Background: an optimization exercise with open tools, aiming at small area and few clock cycles. Do not read the settings as production practice. The RTL was checked by simulation tests, not by an equivalence proof against the original design. Power figures rest on the tool's default switching activity, not on a simulated workload.

==> flow/design.v (excerpt) <==
module cfb_top (
    input  wire        clk,
    input  wire        rst,
    input  wire        req_valid,
    output wire        req_ready,
    input  wire [7:0]  req_op,
    input  wire [7:0]  req_arg,
    input  wire [7:0]  req_len,
    input  wire [31:0] req_cap,
    input  wire        pl_valid,
    output wire        pl_ready,
    input  wire [7:0]  pl_data,
    output wire        rsp_valid,
    input  wire        rsp_ready,
    output reg  [7:0]  rsp_data,
    output wire        rsp_first,
    output wire        rsp_last,
    output wire        rsp_eop,
    output wire [1:0]  rsp_kind,
    output wire [2:0]  rsp_cause,
    output wire        tout_valid,
    input  wire        tout_ready,
    output reg  [7:0]  tout_data,
    output reg         tout_last,
    output wire        tin_req_valid,
    input  wire        tin_req_ready,
    output wire [4:0]  tin_req_len,
    input  wire        tin_valid,
    output wire        tin_ready,
    input  wire [7:0]  tin_data,
    input  wire        tr_valid,
    output wire        tr_ready,
    input  wire [1:0]  tr_kind,
    input  wire [5:0]  tr_count,
    input  wire [7:0]  tr_code,
    output wire [1:0]  cs_state,
    output wire [3:0]  spd_state
);
export LEC_CHECK = 0
export CAP_MARGIN = 20
export CORE_MARGIN = 2
export CORE_UTILIZATION = 40
export CTS_BUF_LIST = sky130_fd_sc_hd__clkbuf_8
export CTS_CLUSTER_DIAMETER = 60
export CTS_CLUSTER_SIZE = 15
export PLACE_DENSITY = 0.6
export SLEW_MARGIN = 20
create_clock -name core_clock -period 10.0 [get_ports {clk}]
standard.sh (not shown) runs the stock make flow with config.mk's settings and CLKGATE_MAP_FILE= SYNTH_SCRIPT=/design/flow/synth_recipe.tcl, a recipe that flattens the netlist after the stock synthesis.
==> flow/flow/run.sh <==
#!/bin/bash
# The standard layout (standard.sh, unchanged synthesis and steps), with
# each port buffer made from the smallest buffer cell instead of the cell that
# buffer_ports picks by itself. The whole make output goes to standard.log.
set -euo pipefail
export BUFFER_PORTS_ARGS="-buffer_cell sky130_fd_sc_hd__buf_1"
bash standard.sh > standard.log 2>&1
Testbench counts at the start, summed over its fixed seeds: cycles 95,193.
Edit:
==> flow/flow/run.sh (replaced) <==
#!/bin/bash
# The standard layout (standard.sh, unchanged synthesis and steps), with
# each port buffer made from the smallest buffer cell instead of the cell that
# buffer_ports picks by itself, and a clock tree without dummy loads.
# The whole make output goes to standard.log.
set -euo pipefail
export BUFFER_PORTS_ARGS="-buffer_cell sky130_fd_sc_hd__buf_1"
export CTS_ARGS="-sink_clustering_enable -repair_clock_nets -sink_clustering_size 15 -sink_clustering_max_diameter 60 -buf_list sky130_fd_sc_hd__clkbuf_8 -dont_use_dummy_load"
bash standard.sh > standard.log 2>&1
Effect: The changed run passed the timing, design-rule and antenna checks. Cell area goes down by 0.89%. Core utilization goes down by 0.40 points. Area after synthesis does not change. Register-to-register slack gains 0.05 ns. Wire length goes down by 0.39%. Synthesized cell count does not change.


Setup of build 75:
cfb_top, a different RTL version from the one above (not shown whole).
For scale: roughly 2100 cells after synthesis, roughly 1100 flip-flops, roughly 140 I/O pins, ~30000 sq um of cells after synthesis.
Design cfb_top, start of the top module:
module cfb_top (
    input  wire        clk,
    input  wire        rst,
    input  wire        req_valid,
    output wire        req_ready,
    input  wire [7:0]  req_op,
    input  wire [7:0]  req_arg,
    input  wire [7:0]  req_len,
    input  wire [31:0] req_cap,
    input  wire        pl_valid,
    output wire        pl_ready,
    input  wire [7:0]  pl_data,
    output wire        rsp_valid,
    input  wire        rsp_ready,
    output reg  [7:0]  rsp_data,
    output wire        rsp_first,
    output wire        rsp_last,
    output wire        rsp_eop,
    output wire [1:0]  rsp_kind,
    output wire [2:0]  rsp_cause,
    output wire        tout_valid,
    input  wire        tout_ready,
    output reg  [7:0]  tout_data,
    output reg         tout_last,
    output wire        tin_req_valid,
    input  wire        tin_req_ready,
    output wire [4:0]  tin_req_len,
    input  wire        tin_valid,
    output wire        tin_ready,
    input  wire [7:0]  tin_data,
    input  wire        tr_valid,
    output wire        tr_ready,
    input  wire [1:0]  tr_kind,
    input  wire [5:0]  tr_count,
    input  wire [7:0]  tr_code,
    output wire [1:0]  cs_state,
    output wire [3:0]  spd_state
);
clock: 10.0 ns
lec_check: 0
cap_margin: 20
core_margin: 2
core_utilization: 40
cts_buf_list: sky130_fd_sc_hd__clkbuf_16
cts_cluster_diameter: 80
cts_cluster_size: 25
place_density: 0.6
slew_margin: 20
run.sh (not shown) runs the stock make flow with config.mk's settings and CLKGATE_MAP_FILE= SYNTH_SCRIPT=/design/flow/synth_recipe.tcl, a recipe that flattens the netlist after the stock synthesis.
Stock flow here: none of the scripts above is used.
Testbench counts of build 75, summed over its fixed seeds: cycles 92,515.
For build 56, these inputs were changed with respect to build 75:
# build 75
export LEC_CHECK = 0
export CAP_MARGIN = 20
export CORE_MARGIN = 2
export CORE_UTILIZATION = 40
export CTS_BUF_LIST = sky130_fd_sc_hd__clkbuf_16
export CTS_CLUSTER_DIAMETER = 80
export CTS_CLUSTER_SIZE = 25
export PLACE_DENSITY = 0.6
export SLEW_MARGIN = 20
create_clock -name core_clock -period 10.0 [get_ports {clk}]
# build 56
export LEC_CHECK = 0
export CAP_MARGIN = 20
export CORE_MARGIN = 2
export CORE_UTILIZATION = 40
export PLACE_DENSITY = 0.6
export SLEW_MARGIN = 20
create_clock -name core_clock -period 10.0 [get_ports {clk}]
==> run summary <==
- In build 56 relative to build 75, net switching power had gone up by more than 10%.
- Diff build 56 and build 75: leakage power of the design lower in build 75
- Re design area: build 56 is 2000 sq um up on build 75.
- Cmp build 56 vs build 75: fraction of area in non-clock buffers lower in build 56
Relative to build 56, the following input files were edited for build 67:
# build 56
export LEC_CHECK = 0
export CAP_MARGIN = 20
export CORE_MARGIN = 2
export CORE_UTILIZATION = 40
export PLACE_DENSITY = 0.6
export SLEW_MARGIN = 20
create_clock -name core_clock -period 10.0 [get_ports {clk}]
# build 67
export LEC_CHECK = 0
export CAP_MARGIN = 20
export CORE_MARGIN = 2
export CORE_UTILIZATION = 40
export CTS_BUF_LIST = sky130_fd_sc_hd__clkbuf_16
export CTS_CLUSTER_DIAMETER = 100
export CTS_CLUSTER_SIZE = 30
export PLACE_DENSITY = 0.6
export SLEW_MARGIN = 20
create_clock -name core_clock -period 10.0 [get_ports {clk}]
==> run summary <==
Compared with build 56, in build 67 clock buffer count in the final layout fell by 104, final-stage net count lost 60, ratio of final minimum period to clock period higher.
Build 67 vs build 56: global-route usage down in build 67
The area added between synthesis and finish number comes out higher for build 56 vs build 67.
Sequential portion of the cell area: build 67 > build 56
Modified inputs, build 6 compared to build 67
# build 67
export LEC_CHECK = 0
export CAP_MARGIN = 20
export CORE_MARGIN = 2
export CORE_UTILIZATION = 40
export CTS_BUF_LIST = sky130_fd_sc_hd__clkbuf_16
export CTS_CLUSTER_DIAMETER = 100
export CTS_CLUSTER_SIZE = 30
export PLACE_DENSITY = 0.6
export SLEW_MARGIN = 20
create_clock -name core_clock -period 10.0 [get_ports {clk}]
# build 6
export LEC_CHECK = 0
export CAP_MARGIN = 20
export CORE_MARGIN = 2
export CORE_UTILIZATION = 40
export CTS_BUF_LIST = sky130_fd_sc_hd__clkbuf_8
export CTS_CLUSTER_DIAMETER = 60
export CTS_CLUSTER_SIZE = 15
export PLACE_DENSITY = 0.6
export SLEW_MARGIN = 20
create_clock -name core_clock -period 10.0 [get_ports {clk}]
--- outcome ---
- No run among build 67 and build 6 stopped early or left any final violation; all are clean.
- When the final numbers for build 67 and build 6 were put side by side, the layout-stage area growth over the synthesis result turned out to be smaller in build 67.
- Sequential portion of the cell area for build 6: 0.49 points down relative to build 67
- Number of antenna violations at the first check in global routing, build 67 and build 6: smaller value in build 67
- After detailed routing, build 67 needs less wire than build 6.
- Sort build 67 and build 6 by wire length per cell, descending, and build 67 comes first.
- Global-route usage (lower): build 67
- For buffering overhead, build 6 and build 67 come out practically identical.
- Build 67 has a lower via count than build 6.
- Looking at build 67 and build 6, the achievable clock frequency is a wash.
- Build 6 vs. build 67: cell area has increased; wire length of the first global-routing pass moved up.


Setup of v6:
cfb_top, a different RTL version from the one above (not shown whole).
Size in the first run: roughly 2100 cells after synthesis, about 140 I/O pins, about 29000 sq um of cells after synthesis.
Settings: LEC_CHECK=0, CAP_MARGIN=20, CORE_MARGIN=2, CORE_UTILIZATION=40, CTS_BUF_LIST=sky130_fd_sc_hd__clkbuf_4, CTS_CLUSTER_DIAMETER=40, CTS_CLUSTER_SIZE=8, PLACE_DENSITY=0.6, SLEW_MARGIN=20; clock period 10.0 ns.
standard.sh (not shown) runs the stock make flow with config.mk's settings and CLKGATE_MAP_FILE= SYNTH_SCRIPT=/design/flow/synth_recipe.tcl, a recipe that flattens the netlist after the stock synthesis.
==> flow/flow/run.sh <==
#!/bin/bash
# The standard layout (standard.sh, unchanged synthesis and steps), with
# each port buffer made from the smallest buffer cell instead of the cell that
# buffer_ports picks by itself, and a clock tree without dummy loads.
# The whole make output goes to standard.log.
set -euo pipefail
export BUFFER_PORTS_ARGS="-buffer_cell sky130_fd_sc_hd__buf_1"
export CTS_ARGS="-sink_clustering_enable -repair_clock_nets -sink_clustering_size 8 -sink_clustering_max_diameter 40 -buf_list sky130_fd_sc_hd__clkbuf_4 -dont_use_dummy_load"
bash standard.sh > standard.log 2>&1
v6 reached the end of the flow, and the finished layout is clean on the timing, design-rule and antenna checks.
Testbench counts of v6, summed over its fixed seeds: cycles 92,174.
What v7 does differently from v6 at the input level:
# v6
export LEC_CHECK = 0
export CAP_MARGIN = 20
export CORE_MARGIN = 2
export CORE_UTILIZATION = 40
export CTS_BUF_LIST = sky130_fd_sc_hd__clkbuf_4
export CTS_CLUSTER_DIAMETER = 40
export CTS_CLUSTER_SIZE = 8
export PLACE_DENSITY = 0.6
export SLEW_MARGIN = 20
create_clock -name core_clock -period 10.0 [get_ports {clk}]
# v7
export LEC_CHECK = 0
export CAP_MARGIN = 20
export CORE_MARGIN = 2
export CORE_UTILIZATION = 65
export CTS_BUF_LIST = sky130_fd_sc_hd__clkbuf_8
export CTS_CLUSTER_DIAMETER = 60
export CTS_CLUSTER_SIZE = 15
export PLACE_DENSITY = 0.8
export SLEW_MARGIN = 20
create_clock -name core_clock -period 10.0 [get_ports {clk}]
diff --git a/flow/flow/run.sh b/flow/flow/run.sh
--- a/flow/flow/run.sh
+++ b/flow/flow/run.sh
@@ -6,4 +6,4 @@
 set -euo pipefail
 export BUFFER_PORTS_ARGS="-buffer_cell sky130_fd_sc_hd__buf_1"
-export CTS_ARGS="-sink_clustering_enable -repair_clock_nets -sink_clustering_size 8 -sink_clustering_max_diameter 40 -buf_list sky130_fd_sc_hd__clkbuf_4 -dont_use_dummy_load"
+export CTS_ARGS="-sink_clustering_enable -repair_clock_nets -sink_clustering_size 15 -sink_clustering_max_diameter 60 -buf_list sky130_fd_sc_hd__clkbuf_8 -dont_use_dummy_load"
 bash standard.sh > standard.log 2>&1
## What came out
v7 reached the end of the flow, and the finished layout is clean on the timing, design-rule and antenna checks.
For the post-layout utilization of the core, v7 came in 26 points higher than v6 did.
Relative to v6, the average wire length per cell after detail routing of v7 is higher by about 13%.
Comparing v6 and v7, the lower highest achievable clock rate was measured on v6.
Compared with v6, v7 shows a lower clock-buffer cell count.
v7 vs v6: total power of the final layout down

==> port drivers added, routing unchanged <==
No port has a modelled driver above. Below, the same layouts with a new extraction and two added sets of constraints.
Step 1 (the two cells are an assumption about what drives the block):
set clk [get_ports {clk}]
set_driving_cell -lib_cell sky130_fd_sc_hd__clkbuf_16 $clk
set_driving_cell -lib_cell sky130_fd_sc_hd__buf_2 [delete_from_list [all_inputs] $clk]
Step 2, shift: input delay + t, output delay - t, t = (earliest + latest rising clock arrival at the registers) / 2. This alone moves slack from input paths to output paths.
Three values: ideal, step 1, step 2; two values: the first two.
run | t (ns) | slack for setup (ns) | clock arrival spread, ns
the first run of note 1 | 0.764 | 1.663 / 1.606 / 2.371 | 0.061 / 0.061
the second run of note 1 | 0.729 | 1.750 / 1.693 / 2.415 | 0.081 / 0.082
build 75 | 0.682 | 1.688 / 1.630 / 2.312 | 0.031 / 0.031
build 56 | 0.706 | 1.680 / 1.622 / 2.329 | 0.023 / 0.023
build 67 | 0.673 | 1.646 / 1.589 / 2.262 | 0.055 / 0.056
build 6 | 0.750 | 1.623 / 1.569 / 2.319 | 0.059 / 0.059
v6 | 1.000 | 2.312 / 2.257 / 3.257 | 0.122 / 0.121
v7 | 0.704 | 2.565 / 2.510 / 3.214 | 0.073 / 0.073
After both steps every run listed still meets setup and hold.
